What follows belongs to an exercise in optimizing a design on an open flow for small area, a short achievable clock period and few clock cycles; a production flow would make more cautious choices.
Where RTL was checked, it was by simulation tests only, not by an equivalence proof against the original.
The RTL of runs 1, 2 and 6 was laid out without a check of its function.
Power and IR drop assume default switching activity.

==> design.v <==
module tcpu_apply (
    input  wire        clk,
    input  wire        rst,           
    input  wire        start,         
    input  wire [31:0] plen,          
    input  wire [24:0] tlen,          
    output wire        busy,
    output reg         done,          
    output wire [3:0]  result,
    output wire [3:0]  sub,
    output wire [31:0] errinfo,
    output wire [1:0]  pst,
    output reg  [31:0] psc,
    output wire [31:0] applied,
    output wire        src_re,
    output wire [29:0] src_addr,      
    input  wire [31:0] src_rdata,     
    output wire        tgt_we,
    output wire [22:0] tgt_addr,      
    output wire [3:0]  tgt_be,
    output wire [31:0] tgt_wdata
);
    localparam [39:0] PATCH_MAGIC = 40'h5041544348;  
    localparam [23:0] EOF_MARK    = 24'h454F46;      
    localparam [2:0] S_IDLE  = 3'd0,
                     S_HDR   = 3'd1,    
                     S_REC   = 3'd2,    
                     S_RUN   = 3'd3,    
                     S_LIT   = 3'd4,    
                     S_RLE   = 3'd5,    
                     S_SKIP  = 3'd6;    
    localparam [1:0] OC_NONE = 2'd0,    
                     OC_OK   = 2'd1,    
                     OC_CORR = 2'd2,    
                     OC_WF   = 2'd3;    
    function [31:0] inc32;
        input [31:0] a;
        integer i;
        reg c;
        begin
            c = 1'b1;
            for (i = 0; i < 32; i = i + 1) begin
                inc32[i] = a[i] ^ c;
                c = c & a[i];
            end
        end
    endfunction
    function [31:0] dec32;
        input [31:0] a;
        integer i;
        reg b;
        begin
            b = 1'b1;
            for (i = 0; i < 32; i = i + 1) begin
                dec32[i] = a[i] ^ b;
                b = b & ~a[i];
            end
        end
    endfunction
    function lt32;                
        input [31:0] a;
        input [31:0] b;
        integer i;
        reg l;
        begin
            l = 1'b0;
            for (i = 0; i < 32; i = i + 1)
                l = (~a[i] & b[i]) | (~(a[i] ^ b[i]) & l);
            lt32 = l;
        end
    endfunction
    reg [2:0]  state;
    reg [1:0]  oc;
    reg [2:0]  subc;
    reg [29:0] apc;           
    reg [31:0] av;            
    reg        q0v;           
    reg [31:0] q0;
    reg [22:0] wa;            
    reg [1:0]  lstart;        
    reg [15:0] nrem;          
    reg [7:0]  fill;
    reg [3:0]  tmask;         
    assign busy    = state != S_IDLE;
    assign result  = {1'b0, oc[1], 1'b0, oc[1] & oc[0]};
    assign sub     = {1'b0, subc};
    assign pst     = {oc == OC_CORR, oc == OC_OK};
    assign applied = {2'd0, apc};
    assign errinfo = (oc == OC_CORR) ? psc :
                     (oc == OC_WF)   ? {7'd0, wa, lstart} : {2'd0, apc};
    wire [1:0]  ls    = (state == S_LIT) ? lstart : 2'd0;
    wire [1:0]  e     = psc[1:0] - ls;
    wire        ewrap = psc[1:0] < ls;
    wire [31:0] hi    = ewrap ? q0 : src_rdata;
    wire [63:0] win   = {hi, q0} >> {e, 3'b000};
    wire [7:0]  b0 = win[7:0], b1 = win[15:8], b2 = win[23:16],
                b3 = win[31:24], b4 = win[39:32];
    wire [23:0] f_off  = {b0, b1, b2};
    wire [15:0] f_size = {b3, b4};
    wire [15:0] f_run  = {b0, b1};
    wire        av_hi0  = ~|av[31:17];
    wire        av0     = av_hi0 && av[16:0] == 17'd0;
    wire        av_lt3  = av_hi0 && av[16:0] < 17'd3;
    wire        av_lt5  = av_hi0 && av[16:0] < 17'd5;
    wire [31:0] av_m5   = {15'd0, av[16:0]} - 32'd5;
    wire        av_ltsz = av_hi0 && lt32({15'd0, av_m5[16:0]}, {16'd0, f_size});
    wire        skip   = state == S_SKIP;
    wire        n_big  = |nrem[15:2];
    wire [3:0]  lane_ge = 4'b1111 << lstart;
    reg  [3:0]  lane_lt;      
    always @(*) begin
        case ({n_big, nrem[1:0]})
            3'b000: lane_lt = 4'b0000;
            3'b001: lane_lt = 4'b0001 << lstart;
            3'b010: lane_lt = 4'b0011 << lstart;
            3'b011: lane_lt = 4'b0111 << lstart;
            default: lane_lt = 4'b1111;
        endcase
    end
    wire [3:0]  inrange = lane_ge & lane_lt;
    wire [3:0]  badl    = inrange & ~tmask;
    wire        wfail   = |badl;
    wire [1:0]  fail_lane = badl[0] ? 2'd0 : badl[1] ? 2'd1 : badl[2] ? 2'd2 : 2'd3;
    wire [2:0]  room  = skip ? 3'd4 : 3'd4 - {1'b0, lstart};
    wire        last  = {1'b0, nrem} <= {14'd0, room};
    wire [2:0]  k     = last ? nrem[2:0] : room;
    wire [3:0]  nlo   = {1'b0, nrem[2:0]} - {1'b0, k};
    wire [31:0] nrem_dec = dec32({19'd0, nrem[15:3]});
    wire [15:0] nrem_nx = {nlo[3] ? nrem_dec[12:0] : nrem[15:3], nlo[2:0]};
    wire        lpop  = ({1'b0, psc[1:0]} + k) >= 3'd4;
    wire        lit_go = (state == S_LIT) && q0v;
    wire        rle_go = (state == S_RLE);
    wire [22:0] wa_nx  = (state == S_REC) ? {1'b0, f_off[23:2]} : inc32({9'd0, wa});
    wire [22:0] tw     = tlen[24:2];
    reg  [3:0]  tmask_nx;
    always @(*) begin
        if (lt32({9'd0, wa_nx}, {9'd0, tw}))
            tmask_nx = 4'b1111;
        else if (wa_nx == tw)
            tmask_nx = (4'b0001 << tlen[1:0]) - 4'd1;
        else
            tmask_nx = 4'b0000;
    end
    reg [2:0] inc;
    always @(*) begin
        inc = 3'd0;
        case (state)
            S_HDR:  if (q0v && !av_lt5) inc = 3'd5;
            S_REC:  if (q0v && !av_lt3) inc = (f_off == EOF_MARK || av_lt5) ? 3'd3 : 3'd5;
            S_RUN:  if (q0v && !av_lt3) inc = 3'd3;
            S_LIT:  if (q0v) inc = k;
            S_SKIP: inc = k;
            default: inc = 3'd0;
        endcase
    end
    wire [28:0] pinc   = inc32({3'd0, psc[31:3]});
    wire [3:0]  plo    = {1'b0, psc[2:0]} + {1'b0, inc};
    wire [31:0] psc_nx = {plo[3] ? pinc : psc[31:3], plo[2:0]};
    wire [28:0] adec   = dec32({3'd0, av[31:3]});
    wire [3:0]  alo    = {1'b0, av[2:0]} - {1'b0, inc};
    wire [31:0] av_nx  = {alo[3] ? adec : av[31:3], alo[2:0]};
    reg [1:0] pop;
    always @(*) begin
        case (state)
            S_HDR:   pop = 2'd1;
            S_REC:   pop = (psc[1:0] == 2'd3) ? 2'd2 : 2'd1;
            S_RUN:   pop = (psc[1:0] != 2'd0) ? 2'd1 : 2'd0;
            S_LIT:   pop = lpop ? 2'd1 : 2'd0;
            default: pop = 2'd0;
        endcase
        if (!q0v) pop = 2'd0;
    end
    assign src_re    = !busy || !q0v || (pop != 2'd0);
    assign src_addr  = !busy ? 30'd0 :
                       {(q0v || psc[2]) ? pinc : psc[31:3], ~(q0v ^ psc[2])};
    assign tgt_addr  = wa;
    assign tgt_be    = (lit_go || rle_go) ? (inrange & tmask) : 4'b0000;
    assign tgt_we    = |tgt_be;
    assign tgt_wdata = rle_go ? {4{fill}} : win[31:0];
    task finish;
        input [1:0] c;
        input [2:0] s;
        begin
            oc    <= c;
            subc  <= s;
            done  <= 1'b1;
            state <= S_IDLE;
        end
    endtask
    always @(posedge clk) begin
        if (rst) begin
            state <= S_IDLE;
            done  <= 1'b0;
            oc    <= OC_NONE;
            subc  <= 3'd0;
            psc   <= 32'd0;
            apc   <= 30'd0;
            q0v   <= 1'b0;
        end else begin
            done <= 1'b0;
            psc  <= psc_nx;
            av   <= av_nx;
            if (busy) begin
                if (!q0v) begin
                    q0  <= src_rdata;
                    q0v <= 1'b1;
                end else if (pop == 2'd1) begin
                    q0  <= src_rdata;
                end else if (pop == 2'd2) begin
                    q0v <= 1'b0;
                end
            end
            case (state)
            S_IDLE: begin
                if (start) begin
                    psc    <= 32'd0;
                    av     <= plen;
                    apc    <= 30'd0;
                    q0v    <= 1'b0;
                    lstart <= 2'd0;
                    state  <= S_HDR;
                end
            end
            S_HDR: if (q0v) begin
                if (av_lt5)
                    finish(OC_CORR, 3'd1);
                else if ({b0, b1, b2, b3, b4} != PATCH_MAGIC)
                    finish(OC_CORR, 3'd2);
                else
                    state <= S_REC;
            end
            S_REC: if (q0v) begin
                wa     <= wa_nx;
                tmask  <= tmask_nx;
                lstart <= f_off[1:0];
                nrem   <= f_size;
                if (av0)
                    finish(OC_OK, 3'd1);
                else if (av_lt3)
                    finish(OC_CORR, 3'd3);
                else if (f_off == EOF_MARK)
                    finish(OC_OK, 3'd0);
                else if (av_lt5)
                    finish(OC_CORR, 3'd4);
                else if (f_size == 16'd0)
                    state <= S_RUN;
                else if (av_ltsz)
                    finish(OC_CORR, 3'd6);
                else
                    state <= S_LIT;
            end
            S_RUN: if (q0v) begin
                nrem <= f_run;
                fill <= b2;
                if (av_lt3) begin
                    finish(OC_CORR, 3'd5);
                end else if (f_run == 16'd0) begin
                    apc   <= inc32({2'd0, apc});
                    state <= S_REC;
                end else begin
                    state <= S_RLE;
                end
            end
            S_LIT, S_RLE: if (state == S_RLE || q0v) begin
                nrem <= nrem_nx;
                if (wfail) begin
                    lstart <= fail_lane;
                    if (state == S_LIT && !last)
                        state <= S_SKIP;
                    else
                        finish(OC_WF, 3'd0);
                end else begin
                    wa     <= wa_nx;
                    tmask  <= tmask_nx;
                    lstart <= 2'd0;
                    if (last) begin
                        apc   <= inc32({2'd0, apc});
                        state <= S_REC;
                    end
                end
            end
            S_SKIP: begin
                nrem <= nrem_nx;
                if (last)
                    finish(OC_WF, 3'd0);
            end
            default: state <= S_IDLE;
            endcase
        end
    end
endmodule
==> run.sh <==
#!/bin/bash
# synth_recipe.tcl (not shown) runs the flow's synth.tcl, then flattens the netlist and writes it again
# the make line also repeats each setting of config.mk as NAME=value (left out here)
make -C /OpenROAD-flow-scripts/flow DESIGN_CONFIG=/design/flow/config.mk WORK_HOME=/design/flow/orfs CLKGATE_MAP_FILE= SYNTH_SCRIPT=/design/flow/synth_recipe.tcl finish
==> config.mk <==
export PLATFORM = sky130hd
export DESIGN_NAME = tcpu_apply
export DESIGN_NICKNAME = tcpu_apply
export VERILOG_FILES = /design/flow/design.v
export SDC_FILE = /design/flow/constraint.sdc
export NUM_CORES = 4
export LEC_CHECK = 0
export CAP_MARGIN = 20
export CORE_MARGIN = 2
export CORE_UTILIZATION = 40
export SLEW_MARGIN = 20
==> constraint.sdc <==
create_clock -name core_clock -period 8.0 [get_ports {clk}]
set_input_delay 1.6000 -clock core_clock [delete_from_list [all_inputs] [get_ports {clk}]]
set_output_delay 1.6000 -clock core_clock [all_outputs]
set_load 0.01 [all_outputs]
==> results.json, run 1 <==
{
  "status": "timing/DRC/antenna clean",
  "routedWlPerCell_um": 20.0,
  "hold_viol": 0,
  "htreeDepth": 4,
  "boundaryPins": 291,
  "die_h_um": 198,
  "crit_path_end_kind": "primary output",
  "power_density_nw_per_um2": 281,
  "yosys_warnings": 1,
  "routed_wl_um": 49400,
  "hold_buffers": 0,
  "dr.first_iter.drc_count": 988,
  "synth_cell_type_count": 81,
  "yosysTopAreaCellShare": 0.233,
  "fmax_mhz": 129,
  "dieArea_um2": 39300,
  "tns_ns": 0,
  "numPortBuffers": 285,
  "worstPathArrival_ns": 6.17,
  "grt_start_max_net_pins": 65,
  "p_leak_nw": 7.86,
  "finalSetupViolCount": 0,
  "clock-sinks": 189,
  "maxCapViolCount": 0,
  "worstSetupEndpoint": "src_addr[26]",
  "finish.utilization": 0.506,
  "hold_class": "flip-flop to flip-flop",
  "worst_path_most_repeated_cell": "ha_1",
  "r2r-end": "tmask[0]$_SDFFCE_PP1P_",
  "worst_path_max_delay_cell": "clkdlybuf4s50_1",
  "multi_input_area_um2": 9310,
  "rows": 71,
  "start_kind": "flip-flop",
  "drc_errors": 0,
  "crit_type": "flip-flop to primary output",
  "ys_top_cells_by_area": "edfxtp_1, ha_1, dfxtp_1",
  "clock_latency_ns": 0.46,
  "cp-startpoint": "psc[3]$_SDFF_PP0_",
  "area.sequential_um2": 4960,
  "fillCellCount": 3565,
  "ys_seq_area_frac": 0.328,
  "drv_slew": 0,
  "synth_edf_count": 117,
  "synth_commonest_cells": "nor2_1, nand2_1, ha_1",
  "rr_worst_depth": 22,
  "crit_path_max_incr_delay_ns": 0.54,
  "numCtsBuffers": 17,
  "synth_top_flop_cell": "edfxtp_1",
  "gp_congestion": 0.888,
  "syn_inst": 1707,
  "grt_pass1_vias": 12971,
  "cts_tree": "yes",
  "drive_gt1_frac": 0.0727,
  "start_util": 0.403,
  "cts_buffer_depth": 2,
  "ant_nets": 0,
  "root_buffer": "clkbuf_16",
  "fin_crit_ns": 7.77,
  "min_delay_path_depth": 2,
  "cp_max_fo": 2,
  "r2r_slack_ns": 1.38,
  "relSlewSlack": 0.283,
  "design.core.area_um2": 37400,
  "antenna_found_initial": 3,
  "skew_ns": 0.0141,
  "fp.dieW_um": 198,
  "async_flop_share": 0,
  "tightest_slew_ns": 1.08,
  "routed_via_density": 5.53,
  "vdd_drop_max_uv": 232,
  "avgSynthCellArea_um2": 8.84,
  "gr-usage-all-layers": 0.250,
  "syn_area_um2": 15100,
  "synth_most_common_cell": "nor2_1",
  "reg2reg_from": "state[0]$_SDFFE_PP0P_",
  "rsz0062_at_grt": "no",
  "area_growth_pct": 25.6,
  "path_clk_slew_ns": 0.08,
  "netlist.top_cell.by_area": "edfxtp_1",
  "grt_pass1_wl_um": 74700,
  "cp.required_ns": 6.40,
  "fin_nets": 2206,
  "dr.pass1.iters": 8,
  "ys_ff_latch": 189,
  "grt-ovfl-total": 0,
  "dp_hpwl_um": 38200,
  "vias": 13632,
  "finalCritPeriodShare": 0.971
}
[cells in the final DEF (no fill, tap or decap), types with 7 or more instances in the layout]
| cell type | instances |
|---|---|
| a2111oi_0 | 8 |
| a211oi_1 | 16 |
| a21boi_0 | 9 |
| a21o_1 | 18 |
| a21oi_1 | 131 |
| and3_1 | 9 |
| buf_4 | 27 |
| clkbuf_16 | 17 |
| clkdlybuf4s50_1 | 282 |
| dfxtp_1 | 70 |
| edfxtp_1 | 117 |
| ha_1 | 164 |
| ha_2 | 7 |
| inv_1 | 104 |
| mux2_1 | 10 |
| mux2_2 | 23 |
| mux2i_1 | 117 |
| mux4_2 | 23 |
| nand2_1 | 206 |
| nand3_1 | 20 |
| nand4_1 | 19 |
| nor2_1 | 217 |
| nor2b_1 | 17 |
| nor3_1 | 19 |
| nor4_1 | 16 |
| o211ai_1 | 7 |
| o21a_1 | 13 |
| o21ai_0 | 106 |
| xnor2_1 | 21 |
| xor2_1 | 7 |
[per-layer routing]
layer / wire length [um] / track usage
met2: 22700 / 0.409
met4: 1690 / 0.0986
met1: 21200 / 0.325
met3: 3790 / 0.0509
met5: 13 / 0
[registers in the layout, summed over array words and instances, names as in the netlist]
name and cells:
tmask 4, nrem 16, lstart 2, oc 2, done 1, av 32
fill 8, wa 23, psc 32, subc 3, q0v 1, state 3
q0 32, apc 30
[critical path, delay by kind of cell, from the launching register on]
family | cells | cell delay (ns)
fa+ha+maj | 25 | 4.67
buf+inv | 1 | 0.54
flops | 1 | 0.32
simple gates | 1 | 0.12
mux | 1 | 0.07
[where the power goes]
part           switching, W  total, W  internal, W  leakage, nW
Sequential         0.000128   0.00138      0.00125         1.67
Combinational       0.00188   0.00311      0.00124         5.92
Clock              0.000406  0.000844     0.000438        0.263
[what timing repair did]
| item | in CTS | in global routing |
|---|---|---|
| setup endpoints to repair | 3 | 4 |
| resized for setup | 6 | 8 |
| pin swaps | 0 | 1 |
| setup buffers | 0 | 0 |
[worst min-delay path by stage]
stage,start,endpoint,slack (ns)
floorplan,psc[30]$_SDFF_PP0_,psc[30]$_SDFF_PP0_,0.51
finish,psc[12]$_SDFF_PP0_,psc[12]$_SDFF_PP0_,0.50
CTS,psc[12]$_SDFF_PP0_,psc[12]$_SDFF_PP0_,0.51
global placement,psc[6]$_SDFF_PP0_,psc[6]$_SDFF_PP0_,0.48
detailed placement,psc[7]$_SDFF_PP0_,psc[7]$_SDFF_PP0_,0.50
global route,psc[9]$_SDFF_PP0_,psc[9]$_SDFF_PP0_,0.54
[area by class of cell]
class | count | area share
tap | 511 | 0.0338
clock buffer | 19 | 0.0234
clock inverter | 13 | 0.00614
inverter | 108 | 0.0214
antenna | 1 | 0.000132
multi-input combinational | 1310 | 0.492
timing repair buffer | 313 | 0.162
sequential | 189 | 0.262
[through the flow]
| stage | cells | hold WS [ns] | area [um^2] | worst slack, ns | power, W |
|---|---|---|---|---|---|
| CTS | 2463 | 0.505 | 18900 | 0.00627 | 0.00532 |
| global placement | 2431 | 0.482 | 18400 | 0.126 | 0.00442 |
| floorplan | 1711 | 0.511 | 15100 | 0.947 | 0.00335 |
| detailed placement | 2431 | 0.496 | 18400 | 0.157 | 0.00446 |
| finish | 2464 | 0.505 | 18900 | 0.229 | 0.00533 |
| global route | 2464 | 0.536 | 18900 | 0.00319 | 0.00567 |
[kinds of logic (layout without fill, tap and decap cells)]
family,count (synthesis),after routing,share of synthesized area
xor+xnor,28,28,0.0163
mux,174,174,0.138
buf+inv,212,453,0.0602
simple gates,568,568,0.167
other cells,1,6,0.000249
fa+ha+maj,175,175,0.147
flops,189,189,0.328
compound gates,360,360,0.143
==> run 2, diff against run 1 <==
--- a/design.v
+++ b/design.v
@@ -33,42 +33,6 @@
                      OC_OK   = 2'd1,    
                      OC_CORR = 2'd2,    
                      OC_WF   = 2'd3;    
-    function [31:0] inc32;
-        input [31:0] a;
-        integer i;
-        reg c;
-        begin
-            c = 1'b1;
-            for (i = 0; i < 32; i = i + 1) begin
-                inc32[i] = a[i] ^ c;
-                c = c & a[i];
-            end
-        end
-    endfunction
-    function [31:0] dec32;
-        input [31:0] a;
-        integer i;
-        reg b;
-        begin
-            b = 1'b1;
-            for (i = 0; i < 32; i = i + 1) begin
-                dec32[i] = a[i] ^ b;
-                b = b & ~a[i];
-            end
-        end
-    endfunction
-    function lt32;                
-        input [31:0] a;
-        input [31:0] b;
-        integer i;
-        reg l;
-        begin
-            l = 1'b0;
-            for (i = 0; i < 32; i = i + 1)
-                l = (~a[i] & b[i]) | (~(a[i] ^ b[i]) & l);
-            lt32 = l;
-        end
-    endfunction
     reg [2:0]  state;
     reg [1:0]  oc;
     reg [2:0]  subc;
@@ -102,8 +66,7 @@
     wire        av0     = av_hi0 && av[16:0] == 17'd0;
     wire        av_lt3  = av_hi0 && av[16:0] < 17'd3;
     wire        av_lt5  = av_hi0 && av[16:0] < 17'd5;
-    wire [31:0] av_m5   = {15'd0, av[16:0]} - 32'd5;
-    wire        av_ltsz = av_hi0 && lt32({15'd0, av_m5[16:0]}, {16'd0, f_size});
+    wire        av_ltsz = av_hi0 && (av[16:0] < {1'b0, f_size} + 17'd5);
     wire        skip   = state == S_SKIP;
     wire        n_big  = |nrem[15:2];
     wire [3:0]  lane_ge = 4'b1111 << lstart;
@@ -124,17 +87,14 @@
     wire [2:0]  room  = skip ? 3'd4 : 3'd4 - {1'b0, lstart};
     wire        last  = {1'b0, nrem} <= {14'd0, room};
     wire [2:0]  k     = last ? nrem[2:0] : room;
-    wire [3:0]  nlo   = {1'b0, nrem[2:0]} - {1'b0, k};
-    wire [31:0] nrem_dec = dec32({19'd0, nrem[15:3]});
-    wire [15:0] nrem_nx = {nlo[3] ? nrem_dec[12:0] : nrem[15:3], nlo[2:0]};
     wire        lpop  = ({1'b0, psc[1:0]} + k) >= 3'd4;
     wire        lit_go = (state == S_LIT) && q0v;
     wire        rle_go = (state == S_RLE);
-    wire [22:0] wa_nx  = (state == S_REC) ? {1'b0, f_off[23:2]} : inc32({9'd0, wa});
+    wire [22:0] wa_nx  = (state == S_REC) ? {1'b0, f_off[23:2]} : wa + 23'd1;
     wire [22:0] tw     = tlen[24:2];
     reg  [3:0]  tmask_nx;
     always @(*) begin
-        if (lt32({9'd0, wa_nx}, {9'd0, tw}))
+        if (wa_nx < tw)
             tmask_nx = 4'b1111;
         else if (wa_nx == tw)
             tmask_nx = (4'b0001 << tlen[1:0]) - 4'd1;
@@ -153,10 +113,10 @@
             default: inc = 3'd0;
         endcase
     end
-    wire [28:0] pinc   = inc32({3'd0, psc[31:3]});
+    wire [28:0] pinc   = psc[31:3] + 29'd1;
     wire [3:0]  plo    = {1'b0, psc[2:0]} + {1'b0, inc};
     wire [31:0] psc_nx = {plo[3] ? pinc : psc[31:3], plo[2:0]};
-    wire [28:0] adec   = dec32({3'd0, av[31:3]});
+    wire [28:0] adec   = av[31:3] - 29'd1;
     wire [3:0]  alo    = {1'b0, av[2:0]} - {1'b0, inc};
     wire [31:0] av_nx  = {alo[3] ? adec : av[31:3], alo[2:0]};
     reg [1:0] pop;
@@ -255,14 +215,14 @@
                 if (av_lt3) begin
                     finish(OC_CORR, 3'd5);
                 end else if (f_run == 16'd0) begin
-                    apc   <= inc32({2'd0, apc});
+                    apc   <= apc + 30'd1;
                     state <= S_REC;
                 end else begin
                     state <= S_RLE;
                 end
             end
             S_LIT, S_RLE: if (state == S_RLE || q0v) begin
-                nrem <= nrem_nx;
+                nrem <= nrem - {13'd0, k};
                 if (wfail) begin
                     lstart <= fail_lane;
                     if (state == S_LIT && !last)
@@ -274,13 +234,13 @@
                     tmask  <= tmask_nx;
                     lstart <= 2'd0;
                     if (last) begin
-                        apc   <= inc32({2'd0, apc});
+                        apc   <= apc + 30'd1;
                         state <= S_REC;
                     end
                 end
             end
             S_SKIP: begin
-                nrem <= nrem_nx;
+                nrem <= nrem - {13'd0, k};
                 if (last)
                     finish(OC_WF, 3'd0);
             end
==> results.json, run 2 <==
{
  "path_clk_slew_ns": 0.07,
  "gr-usage-all-layers": 0.273,
  "synthSimpleGateAreaFrac": 0.239,
  "diodes": 0,
  "synth_commonest_cells": "nand2_1, nor2_1, a21oi_1",
  "fin_crit_ns": 6.92,
  "path_buf_inv": 1,
  "synth_cell_type_count": 84,
  "place_ws_ns": 1.13,
  "cts_buffer_depth": 2,
  "top_regs": "av (32), psc (32), q0 (32)",
  "rsz0062_at_grt": "no",
  "die_h_um": 199,
  "start_kind": "flip-flop",
  "htreeDepth": 4,
  "rows": 71,
  "relSlewSlack": 0.304,
  "switching_share": 0.468,
  "worstPathArrival_ns": 7.11,
  "drive_gt1_frac": 0.0787,
  "area.sequential_um2": 4960,
  "crit_path_end_kind": "flip-flop",
  "layout_commonest_cell": "clkdlybuf4s50_1",
  "p_total_w": 0.00627,
  "clock-sinks": 189,
  "p_seq_frac": 0.243,
  "crit_type": "flip-flop to flip-flop",
  "grt_pass1_wl_um": 82200,
  "syn_inst": 1839,
  "synthXorXnorAreaFrac": 0.0629,
  "hold_class": "flip-flop to flip-flop",
  "met3_usage": 0.0448,
  "cp_max_fo": 28,
  "avgSynthCellArea_um2": 8.25,
  "fin_ws_ns": 1.08,
  "ant_nets": 0,
  "synth_most_common_cell": "nand2_1",
  "maxCapViolCount": 0,
  "fillCellCount": 3656,
  "p_switching_w": 0.00293,
  "hold_viol": 0,
  "fmax_mhz": 144,
  "p_leak_nw": 6.70,
  "synth_top_family_by_area": "simple AND/OR/NAND/NOR gates",
  "worst_path_max_delay_cell": "fa_2",
  "status": "timing/DRC/antenna clean",
  "yosys.area_share.adder": 0.0564,
  "mostFrequentLayoutCells": "clkdlybuf4s50_1, nand2_1, nor2_1",
  "dp_hpwl_um": 42500,
  "worst_path_most_repeated_cell": "a31oi_1",
  "syn_area_um2": 15200,
  "met2_usage": 0.433,
  "routed_via_density": 5.75,
  "cts_tree": "yes",
  "multi_input_area_um2": 9520,
  "fp.dieW_um": 199,
  "power_frac_clock": 0.144,
  "p_comb_frac": 0.613,
  "fin_nets": 2229,
  "routed_wl_um": 54700,
  "start_util": 0.405,
  "crit_family": "simple AND/OR/NAND/NOR gates",
  "boundaryPins": 291,
  "postCtsSetupRepairBufs": 0,
  "skew_ns": 0.0173,
  "routedWlPerCell_um": 21.1,
  "vias": 14915,
  "area_growth_pct": 26.0,
  "netlist.top_cell.by_area": "edfxtp_1",
  "cts_resized": 0,
  "ys_seq_area_frac": 0.327,
  "tightest_slew_ns": 1.04,
  "met1_usage": 0.373,
  "hold_buffers": 0,
  "grt_pass1_vias": 13964,
  "worstPathCellList": "nand2b_1, nor2_1, nand2_1, fa_2, buf_4, mux4_2, nand3_1, nor3_1, a31oi_1, a21oi_1, a31oi_1, ha_1, nor2b_1, o21ai_0, nand4_1, or4_1, or3b_2, nor4b_1, xnor2_1, o21ai_1",
  "crit_path_max_incr_delay_ns": 1.00,
  "synthMuxAreaShare": 0.0962,
  "yosysTopAreaCellShare": 0.232,
  "finalSetupViolCount": 0,
  "cp.required_ns": 8.19,
  "design.core.area_um2": 37500,
  "drc_errors": 0,
  "power_density_nw_per_um2": 328,
  "dr.pass1.iters": 7,
  "clock_latency_ns": 0.47,
  "ys_top_cells_by_area": "edfxtp_1, dfxtp_1, nand2_1",
  "grt_start_max_net_pins": 67,
  "numPortBuffers": 285,
  "drv_slew": 0,
  "finalCritPeriodShare": 0.865,
  "ys_ff_latch": 189,
  "synth_edf_count": 117,
  "gp_congestion": 0.939,
  "tns_ns": 0,
  "async_flop_share": 0,
  "yosys_warnings": 1,
  "vdd_drop_max_uv": 269,
  "numCtsBuffers": 17,
  "grt-ovfl-total": 0,
  "synth_top_flop_cell": "edfxtp_1",
  "dieArea_um2": 39500,
  "p_int_w": 0.00334,
  "synth-compound-area-share": 0.169,
  "top_usage_layer": "met2",
  "dr.first_iter.drc_count": 1105,
  "antenna_found_initial": 1,
  "root_buffer": "clkbuf_16"
}
[run 2: per-stage QoR]
step / utilization / area [um^2] / hold WS, ns / cells
after floorplan: - / 15200 / 0.482 / 1843
after global placement: 0.494 / 18500 / 0.456 / 2563
after detailed placement: 0.494 / 18500 / 0.459 / 2563
after CTS: 0.510 / 19100 / 0.470 / 2595
after global routing: 0.510 / 19100 / 0.509 / 2595
final: 0.510 / 19100 / 0.464 / 2595
[run 2: tightest hold or removal path, stage by stage, from the launching register on]
cell	delay, ns
dfxtp_1	0.31
nand2_1	0.05
mux2i_1	0.05
[run 2: per-layer routing]
| metal | up-vias | part of all wire |
|---|---|---|
| met5 | - | 0.00024 |
| met4 | 2 | 0.036 |
| met3 | 86 | 0.061 |
| met2 | 545 | 0.46 |
| met1 | 7139 | 0.44 |
| li1 | 7143 | - |
[run 2: logic make-up after synthesis]
kind of cell / count (synthesis)
simple gates: 751
compound gates: 430
flops: 189
buf+inv: 183
mux: 110
xor+xnor: 109
fa+ha+maj: 66
other cells: 1
[run 2: path summary, 6_finish.rpt]
kind	start	end	slack [ns]	cells past startpoint
max	state[1]$_SDFFE_PP0P_	av[30]$_DFFE_PN_	1.08	20
min	subc[1]$_SDFFE_PP0P_	subc[1]$_SDFFE_PP0P_	0.46	2
max reg2reg	state[1]$_SDFFE_PP0P_	av[30]$_DFFE_PN_	1.08	20
min reg2reg	subc[1]$_SDFFE_PP0P_	subc[1]$_SDFFE_PP0P_	0.46	2
[run 2: layout make-up]
| cell class | instances | area share |
|---|---|---|
| Multi-Input combinational cell | 1471 | 0.498 |
| Sequential cell | 189 | 0.259 |
| Timing Repair Buffer | 321 | 0.164 |
| Tap cell | 511 | 0.0334 |
| Clock buffer | 19 | 0.0243 |
| Inverter | 71 | 0.0139 |
| Clock inverter | 13 | 0.00720 |
[run 2: power by group through the flow]
stage               clock network [W]  registers, W  logic, W
floorplan                           0       0.00146   0.00241
global placement                    0       0.00154   0.00375
detailed placement                  0       0.00153   0.00380
CTS                          0.000918       0.00152   0.00382
global route                 0.000951       0.00154   0.00419
finish                       0.000905       0.00152   0.00384
==> run 3, diff against run 2 <==
--- a/design.v
+++ b/design.v
@@ -45,6 +45,8 @@
     reg [15:0] nrem;          
     reg [7:0]  fill;
     reg [3:0]  tmask;         
+    reg [1:0]  rot;           
+    reg        rwrap;         
     assign busy    = state != S_IDLE;
     assign result  = {1'b0, oc[1], 1'b0, oc[1] & oc[0]};
     assign sub     = {1'b0, subc};
@@ -52,11 +54,8 @@
     assign applied = {2'd0, apc};
     assign errinfo = (oc == OC_CORR) ? psc :
                      (oc == OC_WF)   ? {7'd0, wa, lstart} : {2'd0, apc};
-    wire [1:0]  ls    = (state == S_LIT) ? lstart : 2'd0;
-    wire [1:0]  e     = psc[1:0] - ls;
-    wire        ewrap = psc[1:0] < ls;
-    wire [31:0] hi    = ewrap ? q0 : src_rdata;
-    wire [63:0] win   = {hi, q0} >> {e, 3'b000};
+    wire [31:0] hi    = rwrap ? q0 : src_rdata;
+    wire [63:0] win   = {hi, q0} >> {rot, 3'b000};
     wire [7:0]  b0 = win[7:0], b1 = win[15:8], b2 = win[23:16],
                 b3 = win[31:24], b4 = win[39:32];
     wire [23:0] f_off  = {b0, b1, b2};
@@ -106,16 +105,21 @@
         inc = 3'd0;
         case (state)
             S_HDR:  if (q0v && !av_lt5) inc = 3'd5;
-            S_REC:  if (q0v && !av_lt3) inc = (f_off == EOF_MARK || av_lt5) ? 3'd3 : 3'd5;
+            S_REC:  if (q0v && !av_lt3) inc = av_lt5 ? 3'd3 : 3'd5;
             S_RUN:  if (q0v && !av_lt3) inc = 3'd3;
             S_LIT:  if (q0v) inc = k;
             S_SKIP: inc = k;
             default: inc = 3'd0;
         endcase
     end
+    wire [1:0]  p5     = psc[1:0] + 2'd1;      
     wire [28:0] pinc   = psc[31:3] + 29'd1;
     wire [3:0]  plo    = {1'b0, psc[2:0]} + {1'b0, inc};
-    wire [31:0] psc_nx = {plo[3] ? pinc : psc[31:3], plo[2:0]};
+    wire [31:0] psc_ad = {plo[3] ? pinc : psc[31:3], plo[2:0]};
+    wire [3:0]  p3lo   = {1'b0, psc[2:0]} + 4'd3;
+    wire [31:0] psc_3  = {p3lo[3] ? pinc : psc[31:3], p3lo[2:0]};
+    wire        eofx   = (state == S_REC) && q0v && !av_lt3 && (f_off == EOF_MARK);
+    wire [31:0] psc_nx = eofx ? psc_3 : psc_ad;
     wire [28:0] adec   = av[31:3] - 29'd1;
     wire [3:0]  alo    = {1'b0, av[2:0]} - {1'b0, inc};
     wire [31:0] av_nx  = {alo[3] ? adec : av[31:3], alo[2:0]};
@@ -160,6 +164,10 @@
             done <= 1'b0;
             psc  <= psc_nx;
             av   <= av_nx;
+            if (!(state == S_LIT && !q0v)) begin
+                rot   <= plo[1:0];
+                rwrap <= 1'b0;
+            end
             if (busy) begin
                 if (!q0v) begin
                     q0  <= src_rdata;
@@ -178,6 +186,8 @@
                     apc    <= 30'd0;
                     q0v    <= 1'b0;
                     lstart <= 2'd0;
+                    rot    <= 2'd0;
+                    rwrap  <= 1'b0;
                     state  <= S_HDR;
                 end
             end
@@ -208,6 +218,10 @@
                     finish(OC_CORR, 3'd6);
                 else
                     state <= S_LIT;
+                if (f_size != 16'd0) begin
+                    rot   <= p5 - f_off[1:0];
+                    rwrap <= p5 < f_off[1:0];
+                end
             end
             S_RUN: if (q0v) begin
                 nrem <= f_run;
==> results.json, run 3 <==
{
  "status": "timing/DRC/antenna clean",
  "crit_family": "simple AND/OR/NAND/NOR gates",
  "ys_ff_latch": 192,
  "syn_inst": 1872,
  "synth_most_common_cell": "nand2_1",
  "crit_type": "flip-flop to primary output",
  "gr-usage-all-layers": 0.278,
  "grt_start_max_net_pins": 66,
  "routed_wl_um": 57200,
  "async_flop_share": 0,
  "rr_worst_depth": 20,
  "relSlewSlack": 0.246,
  "numPortBuffers": 285,
  "fmax_mhz": 146,
  "drive_gt1_frac": 0.0675,
  "layout.cells.non_filler": 2621,
  "maxCapViolCount": 0,
  "mostFrequentLayoutCells": "clkdlybuf4s50_1, nand2_1, nor2_1",
  "cts_buffer_depth": 2,
  "clock-sinks": 192,
  "worst_path_max_delay_cell": "dfxtp_1",
  "ant_nets": 0,
  "fin_ws_ns": 1.17,
  "gp_congestion": 0.916,
  "start_kind": "flip-flop",
  "ys_seq_area_frac": 0.323,
  "fillCellCount": 3730,
  "yosysTopAreaCellShare": 0.231,
  "crit_path_end_kind": "primary output",
  "p_leak_nw": 6.56,
  "vias": 15487,
  "finalCritPeriodShare": 0.854,
  "hold_class": "flip-flop to flip-flop",
  "dieArea_um2": 40600,
  "place_inst": 2589,
  "routedWlPerCell_um": 21.8,
  "vdd_drop_max_uv": 196,
  "grt_pass1_vias": 14647,
  "yosys_warnings": 1,
  "whs_ns": 0.504,
  "htreeDepth": 4,
  "cp_num_cells": 17,
  "boundaryPins": 291,
  "synth-compound-area-share": 0.170,
  "fin_crit_ns": 6.83,
  "design.core.area_um2": 38600,
  "ys_top_cells_by_area": "edfxtp_1, dfxtp_1, nand2_1",
  "antenna_found_initial": 0,
  "synth_top_family_by_area": "simple AND/OR/NAND/NOR gates",
  "avgSynthCellArea_um2": 8.33,
  "crit_path_max_incr_delay_ns": 0.92,
  "place_ws_ns": 1.71,
  "worstPathArrival_ns": 5.23,
  "cts_tree": "yes",
  "yosys.area_share.adder": 0.0565,
  "skew_ns": 0.0104,
  "layout_commonest_cell": "clkdlybuf4s50_1",
  "grt_pass1_wl_um": 87600,
  "dr.first_iter.drc_count": 1301,
  "finalSetupViolCount": 0,
  "tightest_slew_ns": 1.13,
  "synth_edf_count": 120,
  "worstPathCellList": "nand2_1, o21ai_0, ha_1, nor2b_1, o21a_1, o21ai_0, and2_1, nor2_1, a21oi_1, inv_1, ha_1, nand2_1, a21oi_1, nor3_1, nand3b_1, nand4_1, clkdlybuf4s50_1",
  "start_util": 0.405,
  "path_clk_slew_ns": 0.08,
  "hold_buffers": 0,
  "drv_slew": 0,
  "synth_commonest_cells": "nand2_1, nor2_1, a21oi_1",
  "numCtsBuffers": 17,
  "synth_top_flop_cell": "edfxtp_1",
  "postCtsSetupRepairBufs": 0,
  "tns_ns": 0,
  "design_area_um2": 19500,
  "path_buf_inv": 2,
  "fin_nets": 2250,
  "cp_max_fo": 24,
  "dp_hpwl_um": 43400,
  "clock_latency_ns": 0.47,
  "diodes": 0,
  "synthXorXnorAreaFrac": 0.0545,
  "die_h_um": 201,
  "fp.dieW_um": 201,
  "synthSimpleGateAreaFrac": 0.237,
  "min_delay_path_depth": 2,
  "routed_via_density": 5.91,
  "cts_resized": 0,
  "rsz0062_at_grt": "no",
  "grt-ovfl-total": 0,
  "synth_cell_type_count": 73,
  "top_regs": "av (32), psc (32), q0 (32)",
  "synthMuxAreaShare": 0.109,
  "drc_errors": 0,
  "netlist.top_cell.by_area": "edfxtp_1",
  "cp.required_ns": 6.40,
  "rows": 72,
  "area_growth_pct": 24.9,
  "dr.pass1.iters": 5,
  "power_density_nw_per_um2": 276,
  "post_dp_cell_area_um2": 18900,
  "syn_area_um2": 15600,
  "root_buffer": "clkbuf_16",
  "hold_viol": 0
}
## run 3: cell count changes after synthesis, moves of 9 or more
cell      before  now
o21a_1         7   19
or4_1         28   45
xor2_1        61   32
mux4_2        25   35
nand2_1      227  239
nor2_1       205  178
xnor2_1       48   65
o211ai_1      19    4
or3_1         41   32
o31ai_1       20   34
## run 3: final timing paths
check | from | endpoint | slack, ns
max | state[1]$_SDFFE_PP0P_ | src_re | 1.17
min | apc[27]$_SDFFE_PP0P_ | apc[27]$_SDFFE_PP0P_ | 0.50
max reg2reg | state[1]$_SDFFE_PP0P_ | av[30]$_DFFE_PN_ | 1.70
min reg2reg | apc[27]$_SDFFE_PP0P_ | apc[27]$_SDFFE_PP0P_ | 0.50
## run 3: cell families after synthesis
family	after synthesis
and+or+nand+nor	754
xor gates and xnor gates	97
other	1
buffers and inverters	197
DFF	192
AOI/OAI and AO/OA	441
muxes	122
adders and majority gates	68
## run 3: worst reg2reg max path: cells and delay by family (launching register included)
| kind | cells | cell delay, ns |
|---|---|---|
| and+or+nand+nor | 9 | 2.27 |
| AOI/OAI and AO/OA | 7 | 1.91 |
| DFF | 1 | 0.92 |
| adders and majority gates | 2 | 0.61 |
| buffers and inverters | 1 | 0.16 |
| xor gates and xnor gates | 1 | 0.15 |
## run 3: cell type report
class | count | area (um^2) | share of cell area
Clock inverter | 14 | 118 | 0.00603
Tap cell | 518 | 648 | 0.0333
Clock buffer | 18 | 450 | 0.0231
Timing Repair Buffer | 312 | 3080 | 0.158
Inverter | 80 | 300 | 0.0154
Multi-Input combinational cell | 1487 | 9850 | 0.505
Sequential cell | 192 | 5050 | 0.259
## run 3: layer usage
| metal | vias up | track usage | wire length [um] |
|---|---|---|---|
| met5 | - | 0 | 0 |
| met4 | 0 | 0.0856 | 1440 |
| met3 | 77 | 0.0449 | 3600 |
| met2 | 572 | 0.435 | 25700 |
| met1 | 7527 | 0.394 | 26400 |
| li1 | 7311 | - | - |
## run 3: report_power, final
part	switching, W	internal (W)
clock network	0.000439	0.000427
registers	0.000246	0.00130
logic	0.00178	0.00118
## run 3: per-stage QoR
| step | util | power [W] |
|---|---|---|
| 6_report | 0.505 | 0.00538 |
| 5_1_grt | 0.505 | 0.00572 |
| 4_1_cts | 0.505 | 0.00537 |
| 3_5_place_dp | 0.491 | 0.00449 |
| 3_3_place_gp | 0.490 | 0.00445 |
| 2_1_floorplan | - | 0.00331 |
Testbench counts of run 3, summed over its fixed seeds: cycles 37,175.
==> run 4, diff against run 3 <==
--- a/config.mk
+++ b/config.mk
@@ -8,4 +8,5 @@
 export CAP_MARGIN = 20
 export CORE_MARGIN = 2
 export CORE_UTILIZATION = 40
+export SETUP_SLACK_MARGIN = 4
 export SLEW_MARGIN = 20
==> results.json, run 4 <==
{
  "status": "timing/DRC/antenna clean",
  "synth_most_common_cell": "nand2_1",
  "grt_pass1_vias": 16545,
  "finish.utilization": 0.638,
  "gr-usage-all-layers": 0.312,
  "yosys_warnings": 1,
  "fp.dieW_um": 201,
  "dieArea_um2": 40600,
  "p_leak_nw": 9.22,
  "rsz0062_at_grt": "yes",
  "ant_nets": 0,
  "path_clk_slew_ns": 0.08,
  "tightest_slew_ns": 0.896,
  "cts_buffer_depth": 2,
  "area_growth_pct": 57.6,
  "grt-ovfl-total": 0,
  "root_buffer": "clkbuf_16",
  "ys_ff_latch": 192,
  "routedWlPerCell_um": 23.2,
  "fillCellCount": 3110,
  "syn_area_um2": 15600,
  "htreeDepth": 4,
  "netlist.top_cell.by_area": "edfxtp_1",
  "finalCritPeriodShare": 0.628,
  "crit_path_end_kind": "primary output",
  "mostFrequentLayoutCells": "buf_4, nand2_1, clkdlybuf4s50_1",
  "boundaryPins": 291,
  "die_h_um": 201,
  "vdd_drop_max_uv": 185,
  "synth_commonest_cells": "nand2_1, nor2_1, a21oi_1",
  "skew_ns": 0.0152,
  "multi_input_area_um2": 11800,
  "grt_start_max_net_pins": 65,
  "fmax_mhz": 199,
  "hold_viol": 0,
  "dr.first_iter.drc_count": 1594,
  "dr.pass1.iters": 6,
  "start_kind": "flip-flop",
  "syn_inst": 1872,
  "drc_errors": 0,
  "hold_class": "flip-flop to flip-flop",
  "rows": 72,
  "tns_ns": 0,
  "design.core.area_um2": 38600,
  "synth_cell_type_count": 73,
  "area.sequential_um2": 5140,
  "numPortBuffers": 285,
  "hold_buffers": 0,
  "gp_congestion": 0.914,
  "grt_pass1_wl_um": 98300,
  "drive_gt1_frac": 0.349,
  "vias": 17797,
  "cp.required_ns": 6.40,
  "dp_hpwl_um": 43400,
  "routed_wl_um": 68200,
  "clock_latency_ns": 0.47,
  "async_flop_share": 0,
  "avgSynthCellArea_um2": 8.33,
  "layout_commonest_cell": "buf_4",
  "top_regs": "av (32), psc (32), q0 (32)",
  "antenna_found_initial": 2,
  "relSlewSlack": 0.398,
  "crit_type": "flip-flop to primary output",
  "maxCapViolCount": 0,
  "numCtsBuffers": 17,
  "cts_tree": "yes",
  "yosysTopAreaCellShare": 0.231,
  "start_util": 0.405,
  "synth_top_flop_cell": "edfxtp_1",
  "clock-sinks": 192,
  "power_density_nw_per_um2": 277,
  "drv_slew": 0,
  "fin_nets": 2568,
  "ys_seq_area_frac": 0.323,
  "routed_via_density": 6.05,
  "ys_top_cells_by_area": "edfxtp_1, dfxtp_1, nand2_1",
  "finalSetupViolCount": 0,
  "cp_max_fo": 4,
  "fin_crit_ns": 5.02,
  "synth_edf_count": 120,
  "worstPathArrival_ns": 3.42
}
==> run 4: cell counts after synthesis <==
No cell type changed its count.
==> run 4: cell type report <==
class                           instances  area share
Antenna cell                            1    0.000102
Clock buffer                           17      0.0173
Clock inverter                         15     0.00626
Inverter                               80      0.0129
Multi-Input combinational cell       1487       0.478
Sequential cell                       192       0.209
Tap cell                              518      0.0264
Timing Repair Buffer                  630       0.250
==> run 4: power breakdown <==
group	internal [W]	total [W]	switching [W]
clock	0.000424	0.000896	0.000473
sequential	0.00130	0.00156	0.000259
combinational	0.00199	0.00437	0.00238
total	0.00371	0.00682	0.00311
==> run 4: worst max-delay path, cell delays in order (launching register included) <==
cell and delay, ns:
edfxtp_1 0.40, or4_4 0.59, nor4_4 0.26, nor3b_4 0.26, and2_4 0.20, nor2_2 0.05, a21oi_4 0.12, inv_2 0.08
ha_4 0.26, nand2_2 0.05, a21oi_2 0.14, nor3_1 0.05, nand3b_1 0.20, nand4_1 0.13, buf_2 0.16
==> run 4: cells by family (layout without fill, tap and decap cells) <==
kind of cell / Yosys count / after routing / synth area share
other: 1 / 6 / 0.000240
buffers and inverters: 197 / 742 / 0.0505
AOI/OAI and AO/OA: 441 / 441 / 0.170
DFF: 192 / 192 / 0.323
xor gates and xnor gates: 97 / 97 / 0.0545
muxes: 122 / 122 / 0.109
and+or+nand+nor: 754 / 754 / 0.237
adders and majority gates: 68 / 68 / 0.0565
==> run 4: metal layers <==
layer,GRT usage,wire length [um],share of wire
met1,0.399,26800,0.39
met2,0.512,31700,0.47
met4,0.143,4020,0.059
met3,0.0569,5590,0.082
met5,0,20,0.00029
==> run 4: what timing repair did <==
item                                    CTS  global route
gates cloned                             13             4
resized for setup                       672           238
setup buffers                           207            95
endpoints found under the setup margin  254           212
pin swaps                               137           123
==> run 4: through the flow <==
stage,instances,hold WS [ns],setup WS (ns),area (um^2),power (W)
2_1_floorplan,1876,0.508,3.36,16000,0.00343
3_3_place_gp,2587,0.454,2.15,19200,0.00452
3_5_place_dp,2588,0.451,2.06,19200,0.00456
4_1_cts,2840,0.464,3.01,23000,0.00632
5_1_grt,2940,0.504,2.83,24600,0.00713
6_report,2940,0.476,2.98,24600,0.00682
==> run 4: worst paths after layout <==
kind	start	endpoint	slack, ns	cells past startpoint
setup / recovery	nrem[7]$_DFFE_PP_	src_re	2.98	14
hold reg to reg	oc[1]$_SDFFE_PP0P_	oc[1]$_SDFFE_PP0P_	0.48	2
hold / removal	oc[1]$_SDFFE_PP0P_	oc[1]$_SDFFE_PP0P_	0.48	2
setup reg to reg	nrem[7]$_DFFE_PP_	av[19]$_DFFE_PN_	3.27	22
==> run 5, diff against run 4 <==
--- a/config.mk
+++ b/config.mk
@@ -8,5 +8,5 @@
 export CAP_MARGIN = 20
 export CORE_MARGIN = 2
 export CORE_UTILIZATION = 40
-export SETUP_SLACK_MARGIN = 4
+export SETUP_SLACK_MARGIN = 2.5
 export SLEW_MARGIN = 20
==> results.json, run 5 <==
{
  "numCtsBuffers": 17,
  "path_clk_slew_ns": 0.07,
  "boundaryPins": 291,
  "finish.utilization": 0.513,
  "cp.required_ns": 6.40,
  "grt_pass1_vias": 14646,
  "power_density_nw_per_um2": 278,
  "fmax_mhz": 180,
  "routedWlPerCell_um": 21.7,
  "hold_buffers": 0,
  "rsz0062_at_grt": "yes",
  "ant_nets": 0,
  "syn_inst": 1872,
  "synth_cell_type_count": 73,
  "fillCellCount": 3807,
  "cp_max_fo": 4,
  "finalSetupViolCount": 0,
  "clock_latency_ns": 0.47,
  "p_leak_nw": 6.64,
  "fin_ws_ns": 2.46,
  "numPortBuffers": 285,
  "dr.pass1.iters": 5,
  "grt_pass1_wl_um": 87200,
  "worstPathCellList": "clkdlybuf4s50_1, mux2_2, mux2i_1, o21ai_1, buf_4, nor2_1, nor2_1, clkdlybuf4s50_1",
  "crit_path_end_kind": "primary output",
  "ys_seq_area_frac": 0.323,
  "fin_crit_ns": 5.54,
  "rows": 72,
  "antenna_found_initial": 2,
  "synthMuxAreaShare": 0.109,
  "synthSimpleGateAreaFrac": 0.237,
  "dieArea_um2": 40600,
  "yosys_warnings": 1,
  "grt_start_max_net_pins": 88,
  "skew_ns": 0.0158,
  "drv_slew": 0,
  "routed_via_density": 5.90,
  "fin_nets": 2264,
  "synth_top_flop_cell": "edfxtp_1",
  "start_kind": "input pin",
  "async_flop_share": 0,
  "hold_viol": 0,
  "finalCritPeriodShare": 0.693,
  "yosys.area_share.adder": 0.0565,
  "hold_class": "flip-flop to flip-flop",
  "worst_path_max_delay_cell": "clkdlybuf4s50_1",
  "dr.first_iter.drc_count": 1529,
  "drive_gt1_frac": 0.0902,
  "start_util": 0.405,
  "gr-usage-all-layers": 0.277,
  "vias": 15562,
  "synthXorXnorAreaFrac": 0.0545,
  "synth_most_common_cell": "nand2_1",
  "design.core.area_um2": 38600,
  "crit_type": "input pin to primary output",
  "multi_input_area_um2": 10000,
  "die_h_um": 201,
  "synth_top_family_by_area": "simple AND/OR/NAND/NOR gates",
  "status": "timing/DRC/antenna clean",
  "layout_commonest_cell": "clkdlybuf4s50_1",
  "r2r_slack_ns": 2.88,
  "synth_commonest_cells": "nand2_1, nor2_1, a21oi_1",
  "ys_ff_latch": 192,
  "avgSynthCellArea_um2": 8.33,
  "syn_area_um2": 15600,
  "gp_congestion": 0.935,
  "place_ws_ns": 1.70,
  "routed_wl_um": 57300,
  "area_growth_pct": 26.9,
  "ys_top_cells_by_area": "edfxtp_1, dfxtp_1, nand2_1",
  "area.sequential_um2": 5050,
  "cts_buffer_depth": 2,
  "cts_tree": "yes",
  "vdd_drop_max_uv": 209,
  "grt-ovfl-total": 0,
  "top_regs": "av (32), psc (32), q0 (32)",
  "synth_edf_count": 120,
  "maxCapViolCount": 0,
  "mostFrequentLayoutCells": "clkdlybuf4s50_1, nand2_1, nor2_1",
  "yosysTopAreaCellShare": 0.231,
  "tightest_slew_ns": 1.12,
  "worstPathArrival_ns": 3.94,
  "clock-sinks": 192,
  "crit_path_max_incr_delay_ns": 0.59,
  "htreeDepth": 4,
  "fp.dieW_um": 201,
  "drc_errors": 0,
  "synth-compound-area-share": 0.170,
  "root_buffer": "clkbuf_16",
  "dp_hpwl_um": 42900,
  "netlist.top_cell.by_area": "edfxtp_1",
  "tns_ns": 0,
  "relSlewSlack": 0.250
}
[run 5: cell types whose count changed in the layout (fill, tap and decap cells not counted), sizes merged, moves of 4 or more]
cell,delta
buf,-355
bufbuf,-6
inv,-10
clkbuf,-5
clkdlybuf4s50,+95
clkinv,+4
dlygate4sd2,-18
clkdlybuf4s15,-5
dlymetal6s2s,-6
[run 5: logic make-up after synthesis]
family,after synthesis
flops,192
buf+inv,197
compound gates,441
fa+ha+maj,68
xor+xnor,97
mux,122
other cells,1
simple gates,754
[run 5: metal layers]
metal  wire (um)  global-route usage  share of wire  vias to the layer above
met4        1710              0.0953          0.030                        2
met5          15                   0        0.00026                        -
li1            -                   -              -                     7322
met2       25700               0.431           0.45                      641
met1       25400               0.380           0.44                     7506
met3        4480              0.0609          0.078                       91
[run 5: metrics by stage]
stage	area, um^2	instances	hold slack, ns	power, W
after floorplan	15600	1876	0.508	0.00331
final	19800	2636	0.514	0.00550
after detailed placement	18900	2588	0.488	0.00450
after CTS	19600	2623	0.501	0.00543
after global routing	19800	2635	0.546	0.00584
after global placement	18900	2586	0.475	0.00446
[run 5: worst paths after layout]
check,from,to,cells after the start
max,src_rdata[5],tgt_wdata[29],8
min,apc[25]$_SDFFE_PP0P_,apc[25]$_SDFFE_PP0P_,2
max reg2reg,av[11]$_DFFE_PN_,av[30]$_DFFE_PN_,16
min reg2reg,apc[25]$_SDFFE_PP0P_,apc[25]$_SDFFE_PP0P_,2
[run 5: report_power, final]
group | switching [W] | total, W | internal, W | leakage, nW
Combinational | 0.00187 | 0.00310 | 0.00124 | 4.66
Sequential | 0.000210 | 0.00151 | 0.00130 | 1.71
Clock | 0.000420 | 0.000889 | 0.000470 | 0.275
Total | 0.00249 | 0.00550 | 0.00300 | 6.64
[run 5: area by class of cell]
type | count | share of cell area
clock inverters | 12 | 0.00670
flip-flops and latches | 192 | 0.255
clock buffers | 20 | 0.0226
diodes | 1 | 0.000126
well taps | 518 | 0.0327
repair buffers | 326 | 0.162
multi-input cells | 1487 | 0.506
inverters | 80 | 0.0152
[run 5: worst max-delay path, delay by kind of cell]
| family | cells | cell delay (ns) |
|---|---|---|
| and+or+nand+nor | 2 | 0.22 |
| buffers and inverters | 3 | 1.38 |
| muxes | 2 | 0.28 |
| AOI/OAI and AO/OA | 1 | 0.46 |
[run 5: repair_timing]
| action | 4_1_cts | 5_1_grt |
|---|---|---|
| buffers inserted | 3 | 12 |
| resized for setup | 25 | 31 |
| pin swaps | 1 | 8 |
| endpoints found under the setup margin | 54 | 34 |
==> run 6, diff against run 5 <==
--- a/design.v
+++ b/design.v
@@ -43,6 +43,7 @@
     reg [22:0] wa;            
     reg [1:0]  lstart;        
     reg [15:0] nrem;          
+    reg        lastr;         
     reg [7:0]  fill;
     reg [3:0]  tmask;         
     reg [1:0]  rot;           
@@ -67,11 +68,10 @@
     wire        av_lt5  = av_hi0 && av[16:0] < 17'd5;
     wire        av_ltsz = av_hi0 && (av[16:0] < {1'b0, f_size} + 17'd5);
     wire        skip   = state == S_SKIP;
-    wire        n_big  = |nrem[15:2];
     wire [3:0]  lane_ge = 4'b1111 << lstart;
     reg  [3:0]  lane_lt;      
     always @(*) begin
-        case ({n_big, nrem[1:0]})
+        case ({!lastr || nrem[2], nrem[1:0]})
             3'b000: lane_lt = 4'b0000;
             3'b001: lane_lt = 4'b0001 << lstart;
             3'b010: lane_lt = 4'b0011 << lstart;
@@ -84,8 +84,10 @@
     wire        wfail   = |badl;
     wire [1:0]  fail_lane = badl[0] ? 2'd0 : badl[1] ? 2'd1 : badl[2] ? 2'd2 : 2'd3;
     wire [2:0]  room  = skip ? 3'd4 : 3'd4 - {1'b0, lstart};
-    wire        last  = {1'b0, nrem} <= {14'd0, room};
+    wire        last  = lastr;
     wire [2:0]  k     = last ? nrem[2:0] : room;
+    wire [3:0]  room4 = {1'b0, room} + 4'd4;
+    wire        last_nx = (nrem[15:4] == 12'd0) && (nrem[3:0] <= room4);
     wire        lpop  = ({1'b0, psc[1:0]} + k) >= 3'd4;
     wire        lit_go = (state == S_LIT) && q0v;
     wire        rle_go = (state == S_RLE);
@@ -204,6 +206,7 @@
                 tmask  <= tmask_nx;
                 lstart <= f_off[1:0];
                 nrem   <= f_size;
+                lastr  <= {14'd0, f_size} <= 16'd4 - {14'd0, f_off[1:0]};
                 if (av0)
                     finish(OC_OK, 3'd1);
                 else if (av_lt3)
@@ -225,6 +228,7 @@
             end
             S_RUN: if (q0v) begin
                 nrem <= f_run;
+                lastr <= {14'd0, f_run} <= 16'd4 - {14'd0, lstart};
                 fill <= b2;
                 if (av_lt3) begin
                     finish(OC_CORR, 3'd5);
@@ -236,7 +240,8 @@
                 end
             end
             S_LIT, S_RLE: if (state == S_RLE || q0v) begin
-                nrem <= nrem - {13'd0, k};
+                nrem  <= nrem - {13'd0, k};
+                lastr <= last_nx;
                 if (wfail) begin
                     lstart <= fail_lane;
                     if (state == S_LIT && !last)
@@ -254,7 +259,8 @@
                 end
             end
             S_SKIP: begin
-                nrem <= nrem - {13'd0, k};
+                nrem  <= nrem - {13'd0, k};
+                lastr <= last_nx;
                 if (last)
                     finish(OC_WF, 3'd0);
             end
--- a/config.mk
+++ b/config.mk
@@ -8,5 +8,5 @@
 export CAP_MARGIN = 20
 export CORE_MARGIN = 2
 export CORE_UTILIZATION = 40
-export SETUP_SLACK_MARGIN = 2.5
+export SETUP_SLACK_MARGIN = 4
 export SLEW_MARGIN = 20
==> results.json, run 6 <==
{
  "avgSynthCellArea_um2": 8.47,
  "start_kind": "input pin",
  "drc_errors": 0,
  "boundaryPins": 291,
  "synth_most_common_cell": "nand2_1",
  "ys_seq_area_frac": 0.331,
  "dp_hpwl_um": 42400,
  "maxCapViolCount": 0,
  "dr.first_iter.drc_count": 1646,
  "design_area_um2": 23100,
  "design.core.area_um2": 37800,
  "hold_viol": 0,
  "ant_nets": 0,
  "status": "timing/DRC/antenna clean",
  "p_leak_nw": 8.65,
  "antenna_found_initial": 0,
  "fin_ws_ns": 3.28,
  "yosysTopAreaCellShare": 0.237,
  "htreeDepth": 4,
  "syn_area_um2": 15300,
  "synth_top_flop_cell": "edfxtp_1",
  "mostFrequentLayoutCells": "buf_4, clkdlybuf4s50_1, nand2_1",
  "multi_input_area_um2": 11300,
  "yosys_warnings": 1,
  "fp.dieW_um": 200,
  "dr.pass1.iters": 5,
  "r2r_slack_ns": 3.62,
  "synth_commonest_cells": "nand2_1, nor2_1, o21ai_0",
  "routed_via_density": 5.91,
  "grt-ovfl-total": 0,
  "finalCritPeriodShare": 0.590,
  "skew_ns": 0.0188,
  "worstPathArrival_ns": 5.09,
  "routed_wl_um": 63700,
  "min-delay-start": "subc[2]$_SDFFE_PP0P_",
  "crit_type": "input pin to flip-flop",
  "clock_latency_ns": 0.48,
  "syn_inst": 1811,
  "grt_pass1_wl_um": 91900,
  "ys_top_cells_by_area": "edfxtp_1, dfxtp_1, ha_1",
  "dieArea_um2": 39900,
  "drive_gt1_frac": 0.311,
  "ys_ff_latch": 193,
  "finalSetupViolCount": 0,
  "path_clk_slew_ns": 0.08,
  "rsz0062_at_grt": "yes",
  "crit_path_end_kind": "flip-flop",
  "layout.cells.non_filler": 2808,
  "fin_nets": 2453,
  "cts_buffer_depth": 2,
  "routedWlPerCell_um": 22.7,
  "fmax_mhz": 212,
  "reg2reg_from": "rwrap$_DFFE_PN_",
  "min_delay_path_depth": 2,
  "p_total_w": 0.00291,
  "cp.required_ns": 8.37,
  "async_flop_share": 0,
  "synth_cell_type_count": 80,
  "netlist.top_cell.by_area": "edfxtp_1",
  "area.sequential_um2": 5140,
  "fillCellCount": 3266,
  "numPortBuffers": 285,
  "grt_start_max_net_pins": 61,
  "numCtsBuffers": 17,
  "start_util": 0.406,
  "top_regs": "av (32), psc (32), q0 (32)",
  "cp_max_fo": 5,
  "power_density_nw_per_um2": 126,
  "drv_slew": 0,
  "place_inst": 2532,
  "area_growth_pct": 50.7,
  "hold_class": "flip-flop to flip-flop",
  "grt_pass1_vias": 15303,
  "rr_worst_depth": 19,
  "tns_ns": 0,
  "r2r-end": "done$_SDFF_PP0_",
  "synth_edf_count": 121,
  "fin_crit_ns": 4.72,
  "clock-sinks": 193,
  "post_dp_cell_area_um2": 18800,
  "cts_tree": "yes",
  "die_h_um": 200,
  "vias": 16598,
  "rows": 71,
  "tightest_slew_ns": 1.26,
  "gp_congestion": 0.947,
  "root_buffer": "clkbuf_16",
  "vdd_drop_max_uv": 165,
  "min_to": "subc[2]$_SDFFE_PP0P_",
  "diodes": 0,
  "gr-usage-all-layers": 0.303,
  "layout_commonest_cell": "buf_4",
  "relSlewSlack": 0.152,
  "place_ws_ns": 2.08
}
==> run 6: changes by cell type after synthesis, sizes merged, moves of 9 or more <==
cell,previous run,this run
a21oi,145,136
inv,80,89
o21a,19,7
nand2,239,214
a21o,12,22
o31ai,34,21
nand3,53,44
ha,64,73
or4,46,26
mux2,28,19
clkbuf,83,71
==> run 6: cells by family after synthesis <==
family	Yosys count	synth area share
fa+ha+maj	77	0.0647
flops	193	0.331
simple gates	713	0.228
other cells	1	0.000244
xor+xnor	107	0.0611
mux	112	0.101
buf+inv	194	0.0532
compound gates	414	0.161
==> run 6: layout make-up <==
type,count,area share
multi-input cells,1436,0.487
clock inverters,15,0.00666
flip-flops and latches,193,0.222
inverters,90,0.0158
repair buffers,546,0.222
clock buffers,17,0.0184
well taps,511,0.0277
==> run 6: worst max-delay path by stage <==
stage	startpoint	endpoint	slack [ns]	cells past startpoint
after CTS	src_rdata[9]	subc[0]$_SDFFE_PP0P_	3.27	20
final	src_rdata[9]	done$_SDFF_PP0_	3.28	22
after floorplan	src_rdata[1]	subc[0]$_SDFFE_PP0P_	3.19	19
after detailed placement	src_rdata[2]	subc[0]$_SDFFE_PP0P_	2.08	15
after global routing	src_rdata[9]	done$_SDFF_PP0_	3.13	20
after global placement	src_rdata[2]	subc[1]$_SDFFE_PP0P_	2.19	14
==> run 6: worst max-delay path, cell delays in order <==
cell,delay [ns]
buf_6,0.10
mux4_2,0.47
and2_4,0.19
a31oi_4,0.17
inv_2,0.07
ha_4,0.16
nand2b_4,0.14
nand2_4,0.08
nor4_4,0.04
nand2_2,0.08
buf_4,0.11
nor2_1,0.04
xor2_1,0.14
ha_1,0.31
a21o_1,0.16
a21o_1,0.17
a21oi_1,0.12
o211ai_1,0.16
o211ai_1,0.31
nand2_2,0.17
buf_6,0.18
nor4_2,0.12
==> run 6: metrics by stage <==
stage	hold slack, ns	util
finish	0.483	0.612
CTS	0.472	0.576
floorplan	0.494	-
global route	0.509	0.612
detailed placement	0.475	0.498
global placement	0.474	0.498
==> run 6: per-layer routing <==
layer | up-vias | global-route usage | routed length, um
li1 | 7556 | - | -
met1 | 7970 | 0.381 | 24500
met2 | 902 | 0.513 | 30500
met3 | 170 | 0.0551 | 5720
met4 | 0 | 0.126 | 2990
met5 | - | 0 | 0
==> run 6: power breakdown <==
part	leakage, nW	internal [W]	total [W]	switching, W
Clock	0.270	0.000463	0.000905	0.000442
Combinational	6.66	0.000401	0.000855	0.000454
Sequential	1.72	0.00110	0.00115	0.0000523
Total	8.65	0.00196	0.00291	0.000948
==> run 6: what timing repair did <==
action / 4_1_cts / 5_1_grt
buffers inserted: 163 / 67
gates cloned: 10 / 4
setup endpoints to repair: 190 / 127
hold endpoints to repair: 0 / 0
pin swaps: 105 / 108
gates resized for setup: 551 / 248
hold buffers: 0 / 0

[port drivers added, routing unchanged]
Ports are ideal in the flow. The routed layouts listed here were re-timed in OpenROAD. Step 1 sets driving cells, clkbuf_16 on the clock port and buf_2 on the other inputs (assumed; they add their load-dependent delay and slew). Step 2 also shifts input and output timing later by t, the mid clock arrival at the registers, as if the neighbouring blocks saw the same clock. Three values: ideal, step 1, step 2; two values: the first two.
| run | t, ns | slack for setup (ns) | hold WS [ns] | worst setup path at the end | latest minus earliest clock arrival (ns) |
|---|---|---|---|---|---|
| run 1 | 0.504 | 0.229 / 0.174 / 0.679 | 0.505 / 0.505 / 0.505 | register to output | 0.015 / 0.015 |
| run 2 | 0.512 | 1.079 / 1.079 / 1.079 | 0.464 / 0.464 / 0.464 | register to register | 0.018 / 0.017 |
| run 3 | 0.526 | 1.171 / 1.114 / 1.640 | 0.504 / 0.504 / 0.504 | register to output | 0.010 / 0.010 |
| run 4 | 0.512 | 2.976 / 2.922 / 2.932 | 0.476 / 0.476 / 0.476 | input to register | 0.015 / 0.015 |
| run 5 | 0.522 | 2.458 / 2.429 / 2.202 | 0.514 / 0.514 / 0.514 | input to register | 0.016 / 0.015 |
| run 6 | 0.520 | 3.277 / 3.291 / 2.771 | 0.483 / 0.483 / 0.483 | input to register | 0.019 / 0.019 |
After both steps every run listed still meets setup and hold. The setup slack of run 6, which loses most, moves by +0.014 ns with the drivers and by -0.506 ns with both steps.
